This is an optimization exercise on Yosys and OpenROAD, whose aim is small area, a short achievable clock period and few clock cycles, not a production implementation. Only simulation tests tie the RTL to the original design; equivalence was not proved.

==> flow/design.v <==
module aes_sbox (
    input  wire [7:0] a,
    output reg  [7:0] y
);
    always @(*) begin
        case (a)
            8'h00: y = 8'h63;
            8'h01: y = 8'h7c;
            8'h02: y = 8'h77;
            8'h03: y = 8'h7b;
            8'h04: y = 8'hf2;
            8'h05: y = 8'h6b;
            8'h06: y = 8'h6f;
            8'h07: y = 8'hc5;
            8'h08: y = 8'h30;
            8'h09: y = 8'h01;
            8'h0a: y = 8'h67;
            8'h0b: y = 8'h2b;
            8'h0c: y = 8'hfe;
            8'h0d: y = 8'hd7;
            8'h0e: y = 8'hab;
            8'h0f: y = 8'h76;
            8'h10: y = 8'hca;
            8'h11: y = 8'h82;
            8'h12: y = 8'hc9;
            8'h13: y = 8'h7d;
            8'h14: y = 8'hfa;
            8'h15: y = 8'h59;
            8'h16: y = 8'h47;
            8'h17: y = 8'hf0;
            8'h18: y = 8'had;
            8'h19: y = 8'hd4;
            8'h1a: y = 8'ha2;
            8'h1b: y = 8'haf;
            8'h1c: y = 8'h9c;
            8'h1d: y = 8'ha4;
            8'h1e: y = 8'h72;
            8'h1f: y = 8'hc0;
            8'h20: y = 8'hb7;
            8'h21: y = 8'hfd;
            8'h22: y = 8'h93;
            8'h23: y = 8'h26;
            8'h24: y = 8'h36;
            8'h25: y = 8'h3f;
            8'h26: y = 8'hf7;
            8'h27: y = 8'hcc;
            8'h28: y = 8'h34;
            8'h29: y = 8'ha5;
            8'h2a: y = 8'he5;
            8'h2b: y = 8'hf1;
            8'h2c: y = 8'h71;
            8'h2d: y = 8'hd8;
            8'h2e: y = 8'h31;
            8'h2f: y = 8'h15;
            8'h30: y = 8'h04;
            8'h31: y = 8'hc7;
            8'h32: y = 8'h23;
            8'h33: y = 8'hc3;
            8'h34: y = 8'h18;
            8'h35: y = 8'h96;
            8'h36: y = 8'h05;
            8'h37: y = 8'h9a;
            8'h38: y = 8'h07;
            8'h39: y = 8'h12;
            8'h3a: y = 8'h80;
            8'h3b: y = 8'he2;
            8'h3c: y = 8'heb;
            8'h3d: y = 8'h27;
            8'h3e: y = 8'hb2;
            8'h3f: y = 8'h75;
            8'h40: y = 8'h09;
            8'h41: y = 8'h83;
            8'h42: y = 8'h2c;
            8'h43: y = 8'h1a;
            8'h44: y = 8'h1b;
            8'h45: y = 8'h6e;
            8'h46: y = 8'h5a;
            8'h47: y = 8'ha0;
            8'h48: y = 8'h52;
            8'h49: y = 8'h3b;
            8'h4a: y = 8'hd6;
            8'h4b: y = 8'hb3;
            8'h4c: y = 8'h29;
            8'h4d: y = 8'he3;
            8'h4e: y = 8'h2f;
            8'h4f: y = 8'h84;
            8'h50: y = 8'h53;
            8'h51: y = 8'hd1;
            8'h52: y = 8'h00;
            8'h53: y = 8'hed;
            8'h54: y = 8'h20;
            8'h55: y = 8'hfc;
            8'h56: y = 8'hb1;
            8'h57: y = 8'h5b;
            8'h58: y = 8'h6a;
            8'h59: y = 8'hcb;
            8'h5a: y = 8'hbe;
            8'h5b: y = 8'h39;
            8'h5c: y = 8'h4a;
            8'h5d: y = 8'h4c;
            8'h5e: y = 8'h58;
            8'h5f: y = 8'hcf;
            8'h60: y = 8'hd0;
            8'h61: y = 8'hef;
            8'h62: y = 8'haa;
            8'h63: y = 8'hfb;
            8'h64: y = 8'h43;
            8'h65: y = 8'h4d;
            8'h66: y = 8'h33;
            8'h67: y = 8'h85;
            8'h68: y = 8'h45;
            8'h69: y = 8'hf9;
            8'h6a: y = 8'h02;
            8'h6b: y = 8'h7f;
            8'h6c: y = 8'h50;
            8'h6d: y = 8'h3c;
            8'h6e: y = 8'h9f;
            8'h6f: y = 8'ha8;
            8'h70: y = 8'h51;
            8'h71: y = 8'ha3;
            8'h72: y = 8'h40;
            8'h73: y = 8'h8f;
            8'h74: y = 8'h92;
            8'h75: y = 8'h9d;
            8'h76: y = 8'h38;
            8'h77: y = 8'hf5;
            8'h78: y = 8'hbc;
            8'h79: y = 8'hb6;
            8'h7a: y = 8'hda;
            8'h7b: y = 8'h21;
            8'h7c: y = 8'h10;
            8'h7d: y = 8'hff;
            8'h7e: y = 8'hf3;
            8'h7f: y = 8'hd2;
            8'h80: y = 8'hcd;
            8'h81: y = 8'h0c;
            8'h82: y = 8'h13;
            8'h83: y = 8'hec;
            8'h84: y = 8'h5f;
            8'h85: y = 8'h97;
            8'h86: y = 8'h44;
            8'h87: y = 8'h17;
            8'h88: y = 8'hc4;
            8'h89: y = 8'ha7;
            8'h8a: y = 8'h7e;
            8'h8b: y = 8'h3d;
            8'h8c: y = 8'h64;
            8'h8d: y = 8'h5d;
            8'h8e: y = 8'h19;
            8'h8f: y = 8'h73;
            8'h90: y = 8'h60;
            8'h91: y = 8'h81;
            8'h92: y = 8'h4f;
            8'h93: y = 8'hdc;
            8'h94: y = 8'h22;
            8'h95: y = 8'h2a;
            8'h96: y = 8'h90;
            8'h97: y = 8'h88;
            8'h98: y = 8'h46;
            8'h99: y = 8'hee;
            8'h9a: y = 8'hb8;
            8'h9b: y = 8'h14;
            8'h9c: y = 8'hde;
            8'h9d: y = 8'h5e;
            8'h9e: y = 8'h0b;
            8'h9f: y = 8'hdb;
            8'ha0: y = 8'he0;
            8'ha1: y = 8'h32;
            8'ha2: y = 8'h3a;
            8'ha3: y = 8'h0a;
            8'ha4: y = 8'h49;
            8'ha5: y = 8'h06;
            8'ha6: y = 8'h24;
            8'ha7: y = 8'h5c;
            8'ha8: y = 8'hc2;
            8'ha9: y = 8'hd3;
            8'haa: y = 8'hac;
            8'hab: y = 8'h62;
            8'hac: y = 8'h91;
            8'had: y = 8'h95;
            8'hae: y = 8'he4;
            8'haf: y = 8'h79;
            8'hb0: y = 8'he7;
            8'hb1: y = 8'hc8;
            8'hb2: y = 8'h37;
            8'hb3: y = 8'h6d;
            8'hb4: y = 8'h8d;
            8'hb5: y = 8'hd5;
            8'hb6: y = 8'h4e;
            8'hb7: y = 8'ha9;
            8'hb8: y = 8'h6c;
            8'hb9: y = 8'h56;
            8'hba: y = 8'hf4;
            8'hbb: y = 8'hea;
            8'hbc: y = 8'h65;
            8'hbd: y = 8'h7a;
            8'hbe: y = 8'hae;
            8'hbf: y = 8'h08;
            8'hc0: y = 8'hba;
            8'hc1: y = 8'h78;
            8'hc2: y = 8'h25;
            8'hc3: y = 8'h2e;
            8'hc4: y = 8'h1c;
            8'hc5: y = 8'ha6;
            8'hc6: y = 8'hb4;
            8'hc7: y = 8'hc6;
            8'hc8: y = 8'he8;
            8'hc9: y = 8'hdd;
            8'hca: y = 8'h74;
            8'hcb: y = 8'h1f;
            8'hcc: y = 8'h4b;
            8'hcd: y = 8'hbd;
            8'hce: y = 8'h8b;
            8'hcf: y = 8'h8a;
            8'hd0: y = 8'h70;
            8'hd1: y = 8'h3e;
            8'hd2: y = 8'hb5;
            8'hd3: y = 8'h66;
            8'hd4: y = 8'h48;
            8'hd5: y = 8'h03;
            8'hd6: y = 8'hf6;
            8'hd7: y = 8'h0e;
            8'hd8: y = 8'h61;
            8'hd9: y = 8'h35;
            8'hda: y = 8'h57;
            8'hdb: y = 8'hb9;
            8'hdc: y = 8'h86;
            8'hdd: y = 8'hc1;
            8'hde: y = 8'h1d;
            8'hdf: y = 8'h9e;
            8'he0: y = 8'he1;
            8'he1: y = 8'hf8;
            8'he2: y = 8'h98;
            8'he3: y = 8'h11;
            8'he4: y = 8'h69;
            8'he5: y = 8'hd9;
            8'he6: y = 8'h8e;
            8'he7: y = 8'h94;
            8'he8: y = 8'h9b;
            8'he9: y = 8'h1e;
            8'hea: y = 8'h87;
            8'heb: y = 8'he9;
            8'hec: y = 8'hce;
            8'hed: y = 8'h55;
            8'hee: y = 8'h28;
            8'hef: y = 8'hdf;
            8'hf0: y = 8'h8c;
            8'hf1: y = 8'ha1;
            8'hf2: y = 8'h89;
            8'hf3: y = 8'h0d;
            8'hf4: y = 8'hbf;
            8'hf5: y = 8'he6;
            8'hf6: y = 8'h42;
            8'hf7: y = 8'h68;
            8'hf8: y = 8'h41;
            8'hf9: y = 8'h99;
            8'hfa: y = 8'h2d;
            8'hfb: y = 8'h0f;
            8'hfc: y = 8'hb0;
            8'hfd: y = 8'h54;
            8'hfe: y = 8'hbb;
            8'hff: y = 8'h16;
            default: y = 8'h00;
        endcase
    end
endmodule
module aes_inv_sbox (
    input  wire [7:0] a,
    output reg  [7:0] y
);
    always @(*) begin
        case (a)
            8'h00: y = 8'h52;
            8'h01: y = 8'h09;
            8'h02: y = 8'h6a;
            8'h03: y = 8'hd5;
            8'h04: y = 8'h30;
            8'h05: y = 8'h36;
            8'h06: y = 8'ha5;
            8'h07: y = 8'h38;
            8'h08: y = 8'hbf;
            8'h09: y = 8'h40;
            8'h0a: y = 8'ha3;
            8'h0b: y = 8'h9e;
            8'h0c: y = 8'h81;
            8'h0d: y = 8'hf3;
            8'h0e: y = 8'hd7;
            8'h0f: y = 8'hfb;
            8'h10: y = 8'h7c;
            8'h11: y = 8'he3;
            8'h12: y = 8'h39;
            8'h13: y = 8'h82;
            8'h14: y = 8'h9b;
            8'h15: y = 8'h2f;
            8'h16: y = 8'hff;
            8'h17: y = 8'h87;
            8'h18: y = 8'h34;
            8'h19: y = 8'h8e;
            8'h1a: y = 8'h43;
            8'h1b: y = 8'h44;
            8'h1c: y = 8'hc4;
            8'h1d: y = 8'hde;
            8'h1e: y = 8'he9;
            8'h1f: y = 8'hcb;
            8'h20: y = 8'h54;
            8'h21: y = 8'h7b;
            8'h22: y = 8'h94;
            8'h23: y = 8'h32;
            8'h24: y = 8'ha6;
            8'h25: y = 8'hc2;
            8'h26: y = 8'h23;
            8'h27: y = 8'h3d;
            8'h28: y = 8'hee;
            8'h29: y = 8'h4c;
            8'h2a: y = 8'h95;
            8'h2b: y = 8'h0b;
            8'h2c: y = 8'h42;
            8'h2d: y = 8'hfa;
            8'h2e: y = 8'hc3;
            8'h2f: y = 8'h4e;
            8'h30: y = 8'h08;
            8'h31: y = 8'h2e;
            8'h32: y = 8'ha1;
            8'h33: y = 8'h66;
            8'h34: y = 8'h28;
            8'h35: y = 8'hd9;
            8'h36: y = 8'h24;
            8'h37: y = 8'hb2;
            8'h38: y = 8'h76;
            8'h39: y = 8'h5b;
            8'h3a: y = 8'ha2;
            8'h3b: y = 8'h49;
            8'h3c: y = 8'h6d;
            8'h3d: y = 8'h8b;
            8'h3e: y = 8'hd1;
            8'h3f: y = 8'h25;
            8'h40: y = 8'h72;
            8'h41: y = 8'hf8;
            8'h42: y = 8'hf6;
            8'h43: y = 8'h64;
            8'h44: y = 8'h86;
            8'h45: y = 8'h68;
            8'h46: y = 8'h98;
            8'h47: y = 8'h16;
            8'h48: y = 8'hd4;
            8'h49: y = 8'ha4;
            8'h4a: y = 8'h5c;
            8'h4b: y = 8'hcc;
            8'h4c: y = 8'h5d;
            8'h4d: y = 8'h65;
            8'h4e: y = 8'hb6;
            8'h4f: y = 8'h92;
            8'h50: y = 8'h6c;
            8'h51: y = 8'h70;
            8'h52: y = 8'h48;
            8'h53: y = 8'h50;
            8'h54: y = 8'hfd;
            8'h55: y = 8'hed;
            8'h56: y = 8'hb9;
            8'h57: y = 8'hda;
            8'h58: y = 8'h5e;
            8'h59: y = 8'h15;
            8'h5a: y = 8'h46;
            8'h5b: y = 8'h57;
            8'h5c: y = 8'ha7;
            8'h5d: y = 8'h8d;
            8'h5e: y = 8'h9d;
            8'h5f: y = 8'h84;
            8'h60: y = 8'h90;
            8'h61: y = 8'hd8;
            8'h62: y = 8'hab;
            8'h63: y = 8'h00;
            8'h64: y = 8'h8c;
            8'h65: y = 8'hbc;
            8'h66: y = 8'hd3;
            8'h67: y = 8'h0a;
            8'h68: y = 8'hf7;
            8'h69: y = 8'he4;
            8'h6a: y = 8'h58;
            8'h6b: y = 8'h05;
            8'h6c: y = 8'hb8;
            8'h6d: y = 8'hb3;
            8'h6e: y = 8'h45;
            8'h6f: y = 8'h06;
            8'h70: y = 8'hd0;
            8'h71: y = 8'h2c;
            8'h72: y = 8'h1e;
            8'h73: y = 8'h8f;
            8'h74: y = 8'hca;
            8'h75: y = 8'h3f;
            8'h76: y = 8'h0f;
            8'h77: y = 8'h02;
            8'h78: y = 8'hc1;
            8'h79: y = 8'haf;
            8'h7a: y = 8'hbd;
            8'h7b: y = 8'h03;
            8'h7c: y = 8'h01;
            8'h7d: y = 8'h13;
            8'h7e: y = 8'h8a;
            8'h7f: y = 8'h6b;
            8'h80: y = 8'h3a;
            8'h81: y = 8'h91;
            8'h82: y = 8'h11;
            8'h83: y = 8'h41;
            8'h84: y = 8'h4f;
            8'h85: y = 8'h67;
            8'h86: y = 8'hdc;
            8'h87: y = 8'hea;
            8'h88: y = 8'h97;
            8'h89: y = 8'hf2;
            8'h8a: y = 8'hcf;
            8'h8b: y = 8'hce;
            8'h8c: y = 8'hf0;
            8'h8d: y = 8'hb4;
            8'h8e: y = 8'he6;
            8'h8f: y = 8'h73;
            8'h90: y = 8'h96;
            8'h91: y = 8'hac;
            8'h92: y = 8'h74;
            8'h93: y = 8'h22;
            8'h94: y = 8'he7;
            8'h95: y = 8'had;
            8'h96: y = 8'h35;
            8'h97: y = 8'h85;
            8'h98: y = 8'he2;
            8'h99: y = 8'hf9;
            8'h9a: y = 8'h37;
            8'h9b: y = 8'he8;
            8'h9c: y = 8'h1c;
            8'h9d: y = 8'h75;
            8'h9e: y = 8'hdf;
            8'h9f: y = 8'h6e;
            8'ha0: y = 8'h47;
            8'ha1: y = 8'hf1;
            8'ha2: y = 8'h1a;
            8'ha3: y = 8'h71;
            8'ha4: y = 8'h1d;
            8'ha5: y = 8'h29;
            8'ha6: y = 8'hc5;
            8'ha7: y = 8'h89;
            8'ha8: y = 8'h6f;
            8'ha9: y = 8'hb7;
            8'haa: y = 8'h62;
            8'hab: y = 8'h0e;
            8'hac: y = 8'haa;
            8'had: y = 8'h18;
            8'hae: y = 8'hbe;
            8'haf: y = 8'h1b;
            8'hb0: y = 8'hfc;
            8'hb1: y = 8'h56;
            8'hb2: y = 8'h3e;
            8'hb3: y = 8'h4b;
            8'hb4: y = 8'hc6;
            8'hb5: y = 8'hd2;
            8'hb6: y = 8'h79;
            8'hb7: y = 8'h20;
            8'hb8: y = 8'h9a;
            8'hb9: y = 8'hdb;
            8'hba: y = 8'hc0;
            8'hbb: y = 8'hfe;
            8'hbc: y = 8'h78;
            8'hbd: y = 8'hcd;
            8'hbe: y = 8'h5a;
            8'hbf: y = 8'hf4;
            8'hc0: y = 8'h1f;
            8'hc1: y = 8'hdd;
            8'hc2: y = 8'ha8;
            8'hc3: y = 8'h33;
            8'hc4: y = 8'h88;
            8'hc5: y = 8'h07;
            8'hc6: y = 8'hc7;
            8'hc7: y = 8'h31;
            8'hc8: y = 8'hb1;
            8'hc9: y = 8'h12;
            8'hca: y = 8'h10;
            8'hcb: y = 8'h59;
            8'hcc: y = 8'h27;
            8'hcd: y = 8'h80;
            8'hce: y = 8'hec;
            8'hcf: y = 8'h5f;
            8'hd0: y = 8'h60;
            8'hd1: y = 8'h51;
            8'hd2: y = 8'h7f;
            8'hd3: y = 8'ha9;
            8'hd4: y = 8'h19;
            8'hd5: y = 8'hb5;
            8'hd6: y = 8'h4a;
            8'hd7: y = 8'h0d;
            8'hd8: y = 8'h2d;
            8'hd9: y = 8'he5;
            8'hda: y = 8'h7a;
            8'hdb: y = 8'h9f;
            8'hdc: y = 8'h93;
            8'hdd: y = 8'hc9;
            8'hde: y = 8'h9c;
            8'hdf: y = 8'hef;
            8'he0: y = 8'ha0;
            8'he1: y = 8'he0;
            8'he2: y = 8'h3b;
            8'he3: y = 8'h4d;
            8'he4: y = 8'hae;
            8'he5: y = 8'h2a;
            8'he6: y = 8'hf5;
            8'he7: y = 8'hb0;
            8'he8: y = 8'hc8;
            8'he9: y = 8'heb;
            8'hea: y = 8'hbb;
            8'heb: y = 8'h3c;
            8'hec: y = 8'h83;
            8'hed: y = 8'h53;
            8'hee: y = 8'h99;
            8'hef: y = 8'h61;
            8'hf0: y = 8'h17;
            8'hf1: y = 8'h2b;
            8'hf2: y = 8'h04;
            8'hf3: y = 8'h7e;
            8'hf4: y = 8'hba;
            8'hf5: y = 8'h77;
            8'hf6: y = 8'hd6;
            8'hf7: y = 8'h26;
            8'hf8: y = 8'he1;
            8'hf9: y = 8'h69;
            8'hfa: y = 8'h14;
            8'hfb: y = 8'h63;
            8'hfc: y = 8'h55;
            8'hfd: y = 8'h21;
            8'hfe: y = 8'h0c;
            8'hff: y = 8'h7d;
            default: y = 8'h00;
        endcase
    end
endmodule
module aes_enc_round (
    input  wire [127:0] s,
    input  wire [127:0] rk,
    input  wire         last,
    output wire [127:0] y
);
    wire [127:0] sb;
    wire [127:0] sr;
    wire [127:0] mc;
    function [7:0] xtime;
        input [7:0] a;
        xtime = {a[6:0], 1'b0} ^ (a[7] ? 8'h1b : 8'h00);
    endfunction
    genvar i, c;
    generate
        for (i = 0; i < 16; i = i + 1) begin : g_sub
            aes_sbox u_sbox (.a(s[127-8*i -: 8]), .y(sb[127-8*i -: 8]));
        end
        for (i = 0; i < 16; i = i + 1) begin : g_shift
            assign sr[127-8*i -: 8] = sb[127-8*((i%4) + 4*(((i/4) + (i%4)) % 4)) -: 8];
        end
        for (c = 0; c < 4; c = c + 1) begin : g_mix
            wire [7:0] a0 = sr[127-8*(4*c+0) -: 8];
            wire [7:0] a1 = sr[127-8*(4*c+1) -: 8];
            wire [7:0] a2 = sr[127-8*(4*c+2) -: 8];
            wire [7:0] a3 = sr[127-8*(4*c+3) -: 8];
            assign mc[127-8*(4*c+0) -: 8] = xtime(a0) ^ xtime(a1) ^ a1 ^ a2 ^ a3;
            assign mc[127-8*(4*c+1) -: 8] = a0 ^ xtime(a1) ^ xtime(a2) ^ a2 ^ a3;
            assign mc[127-8*(4*c+2) -: 8] = a0 ^ a1 ^ xtime(a2) ^ xtime(a3) ^ a3;
            assign mc[127-8*(4*c+3) -: 8] = xtime(a0) ^ a0 ^ a1 ^ a2 ^ xtime(a3);
        end
    endgenerate
    assign y = (last ? sr : mc) ^ rk;
endmodule
module aes_dec_round (
    input  wire [127:0] s,
    input  wire [127:0] rk,
    input  wire         last,
    output wire [127:0] y
);
    wire [127:0] sr;
    wire [127:0] sb;
    wire [127:0] ak;
    wire [127:0] mc;
    function [7:0] xtime;
        input [7:0] a;
        xtime = {a[6:0], 1'b0} ^ (a[7] ? 8'h1b : 8'h00);
    endfunction
    function [7:0] mul9;
        input [7:0] a;
        mul9 = xtime(xtime(xtime(a))) ^ a;
    endfunction
    function [7:0] mulb;
        input [7:0] a;
        mulb = xtime(xtime(xtime(a))) ^ xtime(a) ^ a;
    endfunction
    function [7:0] muld;
        input [7:0] a;
        muld = xtime(xtime(xtime(a))) ^ xtime(xtime(a)) ^ a;
    endfunction
    function [7:0] mule;
        input [7:0] a;
        mule = xtime(xtime(xtime(a))) ^ xtime(xtime(a)) ^ xtime(a);
    endfunction
    genvar i, c;
    generate
        for (i = 0; i < 16; i = i + 1) begin : g_shift
            assign sr[127-8*i -: 8] = s[127-8*((i%4) + 4*(((i/4) + 4 - (i%4)) % 4)) -: 8];
        end
        for (i = 0; i < 16; i = i + 1) begin : g_sub
            aes_inv_sbox u_isbox (.a(sr[127-8*i -: 8]), .y(sb[127-8*i -: 8]));
        end
    endgenerate
    assign ak = sb ^ rk;
    generate
        for (c = 0; c < 4; c = c + 1) begin : g_mix
            wire [7:0] a0 = ak[127-8*(4*c+0) -: 8];
            wire [7:0] a1 = ak[127-8*(4*c+1) -: 8];
            wire [7:0] a2 = ak[127-8*(4*c+2) -: 8];
            wire [7:0] a3 = ak[127-8*(4*c+3) -: 8];
            assign mc[127-8*(4*c+0) -: 8] = mule(a0) ^ mulb(a1) ^ muld(a2) ^ mul9(a3);
            assign mc[127-8*(4*c+1) -: 8] = mul9(a0) ^ mule(a1) ^ mulb(a2) ^ muld(a3);
            assign mc[127-8*(4*c+2) -: 8] = muld(a0) ^ mul9(a1) ^ mule(a2) ^ mulb(a3);
            assign mc[127-8*(4*c+3) -: 8] = mulb(a0) ^ muld(a1) ^ mul9(a2) ^ mule(a3);
        end
    endgenerate
    assign y = last ? ak : mc;
endmodule
module aes256_key_step (
    input  wire [127:0] rk_m2,
    input  wire [127:0] rk_m1,
    input  wire [3:0]   r,
    output wire [127:0] rk
);
    wire [31:0] last = rk_m1[31:0];
    wire [31:0] sw_in = r[0] ? last : {last[23:0], last[31:24]};
    wire [31:0] sw;
    reg  [7:0]  rcon;
    aes_sbox u_s0 (.a(sw_in[31:24]), .y(sw[31:24]));
    aes_sbox u_s1 (.a(sw_in[23:16]), .y(sw[23:16]));
    aes_sbox u_s2 (.a(sw_in[15:8]),  .y(sw[15:8]));
    aes_sbox u_s3 (.a(sw_in[7:0]),   .y(sw[7:0]));
    always @(*) begin
        case (r[3:1])
            3'd1:    rcon = 8'h01;
            3'd2:    rcon = 8'h02;
            3'd3:    rcon = 8'h04;
            3'd4:    rcon = 8'h08;
            3'd5:    rcon = 8'h10;
            3'd6:    rcon = 8'h20;
            3'd7:    rcon = 8'h40;
            default: rcon = 8'h00;
        endcase
    end
    wire [31:0] t  = r[0] ? sw : (sw ^ {rcon, 24'h0});
    wire [31:0] w0 = rk_m2[127:96] ^ t;
    wire [31:0] w1 = rk_m2[95:64]  ^ w0;
    wire [31:0] w2 = rk_m2[63:32]  ^ w1;
    wire [31:0] w3 = rk_m2[31:0]   ^ w2;
    assign rk = {w0, w1, w2, w3};
endmodule
module cpce_aes256_cbc (
    input  wire         clk,
    input  wire         rst,
    input  wire         cmd_valid,
    output wire         cmd_ready,
    input  wire [1:0]   cmd_op,
    input  wire [255:0] cmd_key,
    input  wire [127:0] cmd_data,
    output reg          res_valid,
    output reg  [127:0] res_data
);
    localparam OP_INIT = 2'd0;
    localparam OP_ENC  = 2'd1;
    localparam OP_DEC  = 2'd2;
    localparam OP_ZERO = 2'd3;
    localparam S_IDLE = 2'd0;
    localparam S_KEY  = 2'd1;
    localparam S_RUN  = 2'd2;
    reg  [1:0]    state;
    reg  [3:0]    rnd;        
    reg           dec;        
    reg  [127:0]  chain;
    reg  [127:0]  st;         
    reg  [127:0]  cblk;       
    reg  [127:0]  kw_m2;      
    reg  [127:0]  kw_m1;      
    reg  [1919:0] rk_all;     
    wire [127:0] rk_cur = rk_all[128*rnd +: 128];
    wire [127:0] rk_next;
    wire [127:0] enc_y;
    wire [127:0] dec_y;
    aes256_key_step u_key  (.rk_m2(kw_m2), .rk_m1(kw_m1), .r(rnd), .rk(rk_next));
    aes_enc_round   u_enc  (.s(st), .rk(rk_cur), .last(rnd == 4'd14), .y(enc_y));
    aes_dec_round   u_dec  (.s(st), .rk(rk_cur), .last(rnd == 4'd0),  .y(dec_y));
    assign cmd_ready = (state == S_IDLE);
    wire accept = cmd_valid && cmd_ready;
    always @(posedge clk) begin
        res_valid <= 1'b0;
        if (rst) begin
            state              <= S_KEY;
            rnd                <= 4'd2;
            dec                <= 1'b0;
            chain              <= 128'h0;
            kw_m2              <= 128'h0;
            kw_m1              <= 128'h0;
            rk_all[255:0]      <= 256'h0;
        end else begin
            case (state)
                S_IDLE: begin
                    if (accept) begin
                        case (cmd_op)
                            OP_INIT, OP_ZERO: begin
                                state         <= S_KEY;
                                rnd           <= 4'd2;
                                kw_m2         <= (cmd_op == OP_INIT) ? cmd_key[255:128] : 128'h0;
                                kw_m1         <= (cmd_op == OP_INIT) ? cmd_key[127:0]   : 128'h0;
                                rk_all[127:0] <= (cmd_op == OP_INIT) ? cmd_key[255:128] : 128'h0;
                                rk_all[255:128] <= (cmd_op == OP_INIT) ? cmd_key[127:0] : 128'h0;
                                chain         <= (cmd_op == OP_INIT) ? cmd_data : 128'h0;
                            end
                            OP_ENC: begin
                                state <= S_RUN;
                                dec   <= 1'b0;
                                rnd   <= 4'd1;
                                st    <= cmd_data ^ chain ^ rk_all[127:0];
                            end
                            default: begin  
                                state <= S_RUN;
                                dec   <= 1'b1;
                                rnd   <= 4'd13;
                                cblk  <= cmd_data;
                                st    <= cmd_data ^ rk_all[1919:1792];
                            end
                        endcase
                    end
                end
                S_KEY: begin
                    rk_all[128*rnd +: 128] <= rk_next;
                    kw_m2 <= kw_m1;
                    kw_m1 <= rk_next;
                    if (rnd == 4'd14) begin
                        state <= S_IDLE;
                    end else begin
                        rnd <= rnd + 4'd1;
                    end
                end
                S_RUN: begin
                    if (!dec) begin
                        st <= enc_y;
                        if (rnd == 4'd14) begin
                            state     <= S_IDLE;
                            chain     <= enc_y;
                            res_data  <= enc_y;
                            res_valid <= 1'b1;
                        end else begin
                            rnd <= rnd + 4'd1;
                        end
                    end else begin
                        st <= dec_y;
                        if (rnd == 4'd0) begin
                            state     <= S_IDLE;
                            chain     <= cblk;
                            res_data  <= dec_y ^ chain;
                            res_valid <= 1'b1;
                        end else begin
                            rnd <= rnd - 4'd1;
                        end
                    end
                end
                default: state <= S_IDLE;
            endcase
        end
    end
endmodule
==> flow/run.sh <==
#!/bin/bash
# synth_recipe.tcl (not shown) runs the flow's synth.tcl, then flattens the netlist and writes it again
# the make line also repeats each setting of config.mk as NAME=value (left out here)
make -C /OpenROAD-flow-scripts/flow DESIGN_CONFIG=/design/flow/config.mk WORK_HOME=/design/flow/orfs CLKGATE_MAP_FILE= SYNTH_SCRIPT=/design/flow/synth_recipe.tcl finish
==> flow/config.mk <==
export PLATFORM = sky130hd
export DESIGN_NAME = cpce_aes256_cbc
export DESIGN_NICKNAME = cpce_aes256_cbc
export VERILOG_FILES = /design/flow/design.v
export SDC_FILE = /design/flow/constraint.sdc
export NUM_CORES = 4
export LEC_CHECK = 0
export CAP_MARGIN = 20
export CORE_MARGIN = 2
export CORE_UTILIZATION = 25
export PLACE_DENSITY = 0.3
export SLEW_MARGIN = 20
==> flow/constraint.sdc <==
create_clock -name core_clock -period 10.0 [get_ports {clk}]
set_input_delay 2.0000 -clock core_clock [delete_from_list [all_inputs] [get_ports {clk}]]
set_output_delay 2.0000 -clock core_clock [all_outputs]
set_load 0.01 [all_outputs]
==> run_results.csv <==
group,metric,value,unit
logic_synthesis,synth_top_area_share,23.4,%
logic_synthesis,synth_area,263000,um2
finish,nets,34634,
logic_synthesis,synthDistinctLibCells,129,
logic_synthesis,synth_cells,33048,
worst_setup_path,cp-end-kind,"flop",
timing,relSlewSlack,2.87,%
worst_setup_path,cp_num_buf_inv,4,
logic_synthesis,ys_ff_latch,2952,
placed_design,portBuffers,518,
detailed_routing,dr.max_layer_used,"met5",
worst_setup_path,r2r_setup_slack,0.60,ns
worst_hold_path,min_from,"kw_m1[76]",
detailed_routing,wl_met1,902000,um
global_route,first_global_vias,290795,
global_route,grt-ovfl-total,0,
detailed_routing,drt_iter0_markers,47848,
cts,clockBufferDepth,5,
run,maxCapViolCount,0,
logic_synthesis,ys_seq_area_share,30.3,%
worst_setup_path,slowest_stage,"nor4_1",
logic_synthesis,syn_area_per_cell,7.96,um2
floorplan,start_util,25.1,%
placed_design,dpl.cell_count,47388,
timing,setup_viol,0,
timing,hold_slack,0.458,ns
finish,final_core_util,30.2,%
global_route,grt_max_degree,175,
timing,setup_tns,0,ns
cts,cts_resized,0,
logic_synthesis,syn_nets,33866,
status,status,"timing/DRC/antenna clean",
worst_setup_path,start_kind,"flop",
timing,fin_crit_sh,94.0,%
finish,drive_gt1_share,15.2,%
worst_setup_path,cpPeakStageDelay,0.91,ns
cts,cts_root_buf,"clkbuf_16",
floorplan,die_w,1030,um
worst_setup_path,cp.arrival,10.48,ns
logic_synthesis,synth_enable_flop_cells,2048,
global_route,grt_pass1_wl,2920000,um
detailed_routing,antenna_left,0,
worst_hold_path,min_path_cells,2,
timing,min_period,9.40,ns
cts,post-cts-setup-buffers,0,
detailed_routing,first_pass_iters,8,
cts,clk_pin_slew,0.06,ns
floorplan,core,1050000,um2
worst_setup_path,startpoint,"rnd[2]",
timing,fin_skew,0.126,ns
global_route,antenna_found_initial,263,
placed_design,gp_congestion,1.06,
logic_synthesis,synth.largest_area_cell,"edfxtp_1",
worst_hold_path,whs_endpoint,"kw_m1[76]",
cts,cts.sinks,2952,
detailed_routing,via_per_inst,6.46,
finish,instances_no_fill,48358,
floorplan,die_height,1030,um
detailed_routing,vias,312586,
worst_setup_path,critPathMaxFanout,35,
worst_hold_path,hold_path_class,"flop to flop",
logic_synthesis,yosysWarnings,6,
worst_setup_path,r2r_start,"rnd[2]",
detailed_routing,wl_met3,199000,um
cts,clk_latency,1.17,ns
worst_setup_path,worstPathCellList,"buf_12 > buf_4 > mux2i_1 > o2bb2ai_1 > a221o_1 > nand2_1 > xor2_1 > xnor2_1 > xnor2_1 > xnor2_1 > xnor3_1 > a21o_1 > buf_4 > nand3_1 > nand3_1 > a21oi_1 > a31oi_1 > o21ai_0 > nor4_1 > buf_4",
detailed_routing,wl_per_cell,46.3,um
timing,drv_slew,0,
logic_synthesis,synthArstFlopShare,0,%
worst_setup_path,criticalPathCategory,"flop to flop",
cts,cts_buffers,409,
cts,cts_hold_buf,0,
timing,fmax,106,MHz
worst_setup_path,rr_worst_depth,20,
timing,finalHoldViolCount,0,
logic_synthesis,synth_flop_cell,"edfxtp_1",
timing,tightest_slew,1.46,ns
worst_setup_path,cp_top_family,"simple AND/OR/NAND/NOR gates",
worst_setup_path,cp.required,11.08,ns
floorplan,rows,376,
floorplan,ioPinCount,519,
placed_design,hpwl,1680000,um
worst_setup_path,rr_endpoint,"u_dec.g_sub[8].u_isbox.y[6]",
cts,htreeDepth,5,
detailed_routing,totalWireLength,2240000,um
floorplan,dieArea,1060000,um2
cts,cts_tree,"yes",
logic_synthesis,synth_area_leaders,"edfxtp_1, dfxtp_1, o21ai_0, nand2_1, a21oi_1",
timing,rsz0062_at_grt,"false",
detailed_routing,routed-wl-met2,951000,um
detailed_routing,remaining_drc_errors,0,
finish,areaGrowthSynthToFinish,20.2,%
global_route,grt_usage,40.1,%
-- worst register-to-register path, stage by stage (launching register included) --
cell and delay [ns]:
dfxtp_4 0.90, buf_12 0.33, buf_4 0.43, mux2i_1 0.33
o2bb2ai_1 0.13, a221o_1 0.40, nand2_1 0.56, xor2_1 0.34
xnor2_1 0.81, xnor2_1 0.16, xnor2_1 0.35, xnor3_1 0.43
a21o_1 0.85, buf_4 0.58, nand3_1 0.72, nand3_1 0.53
a21oi_1 0.13, a31oi_1 0.16, o21ai_0 0.11, nor4_1 0.91
buf_4 0.26
-- per-layer routing --
metal / vias to the layer above / track usage [%]
met1: 160076 / 52.0
li1: 127454 / -
met5: - / 0
met4: 96 / 27.1
met2: 20660 / 60.1
met3: 4300 / 8.14
-- registers in the layout, indices dropped and copies added, names as in the netlist --
signal / flops
kw_m2: 128
st: 128
res_valid: 1
dec: 1
chain: 128
kw_m1: 128
u_enc.g_mix.a1: 32
rnd: 4
rk_all: 1920
cblk: 128
state: 2
u_enc.g_mix.a3: 32
u_enc.g_mix.a0: 32
res_data: 128
u_dec.g_sub.u_isbox.y: 128
u_enc.g_mix.a2: 32
-- cell usage in the layout (no fill, tap or decap), types with 542 or more instances in the layout --
| master | synthesis | routed |
|---|---|---|
| o211ai_1 | 542 | 542 |
| edfxtp_1 | 2048 | 2048 |
| o21ai_0 | 3457 | 3428 |
| nor3_1 | 1330 | 1324 |
| nand3_1 | 878 | 876 |
| a31oi_1 | 661 | 647 |
| xnor2_1 | 1145 | 1073 |
| a21oi_1 | 2521 | 2506 |
| dfxtp_1 | 904 | 883 |
| a211oi_1 | 608 | 603 |
| a221oi_1 | 827 | 819 |
| nor2_1 | 3109 | 3053 |
| buf_4 | 97 | 3125 |
| nand2_1 | 3991 | 3954 |
-- Yosys cell counts (806+ instances only) --
library cell,instances
a21oi_1,2521
xnor2_1,1145
nor2_1,3109
clkbuf_1,2239
nand3_1,878
edfxtp_1,2048
buf_2,806
nor3_1,1330
o21ai_0,3457
nand2_1,3991
a221oi_1,827
dfxtp_1,904
-- through the flow --
stage | setup slack (ns) | cell area (um2)
after floorplan | -17.54 | 263000
after global placement | 0.495 | 302000
after detailed placement | 0.523 | 302000
after CTS | 0.543 | 315000
after global routing | 0.700 | 316000
final | 0.600 | 316000
-- layout make-up --
class / instances / area (um2)
diodes: 212 / 531
clock buffers: 553 / 11100
clock inverters: 202 / 1910
fillers: 113490 / 732000
inverters: 145 / 589
multi-input cells: 26432 / 171000
flip-flops and latches: 2952 / 79600
well taps: 13986 / 17500
repair buffers: 3876 / 33300
-- worst max-delay path by stage --
stage,endpoint,slack [ns],depth (start not counted)
after detailed placement,u_dec.g_sub[6].u_isbox.y[0],0.52,17
after global routing,u_dec.g_sub[8].u_isbox.y[6],0.70,20
after global placement,u_dec.g_sub[6].u_isbox.y[0],0.49,17
after floorplan,rk_all[1000],-17.54,5
after CTS,u_dec.g_sub[6].u_isbox.y[0],0.54,22
final,u_dec.g_sub[8].u_isbox.y[6],0.60,20
-- cells by family after synthesis --
family	Yosys count	share of synthesized area (%)
compound gates	12689	32.1
xor+xnor	1997	8.17
fa+ha+maj	430	2.05
buf+inv	3664	5.95
flops	2952	30.3
mux	995	4.53
simple gates	10321	16.9
Testbench counts, summed over its fixed seeds: cycles 15,797.

-- static timing again, ports no longer ideal --
The results above use ideal ports. As a check the final layout listed here was re-extracted and re-timed, cells and wires unchanged. Step 1 (the two cells are an assumption about what drives the block):
set clk [get_ports {clk}]
set_driving_cell -lib_cell sky130_fd_sc_hd__clkbuf_16 $clk
set_driving_cell -lib_cell sky130_fd_sc_hd__buf_2 [delete_from_list [all_inputs] $clk]
Step 2 also shifts input and output timing later by t, the mid clock arrival at the registers, as if the neighbouring blocks saw the same clock. Three values: no drivers, after step 1, after step 2; two values: the first two.
t, ns: 1.280
setup slack, ns: 0.600 / 0.600 / 0.386
latest minus earliest clock arrival (ns): 0.126 / 0.126
slew at the worst register clock pin (ns): 0.09 / 0.09
worst slew at a driven data input, ns: 0.63
After both steps this run still meets setup and hold. For this run, drivers alone change the setup slack by 0.000 ns; drivers and shift together by -0.214 ns.
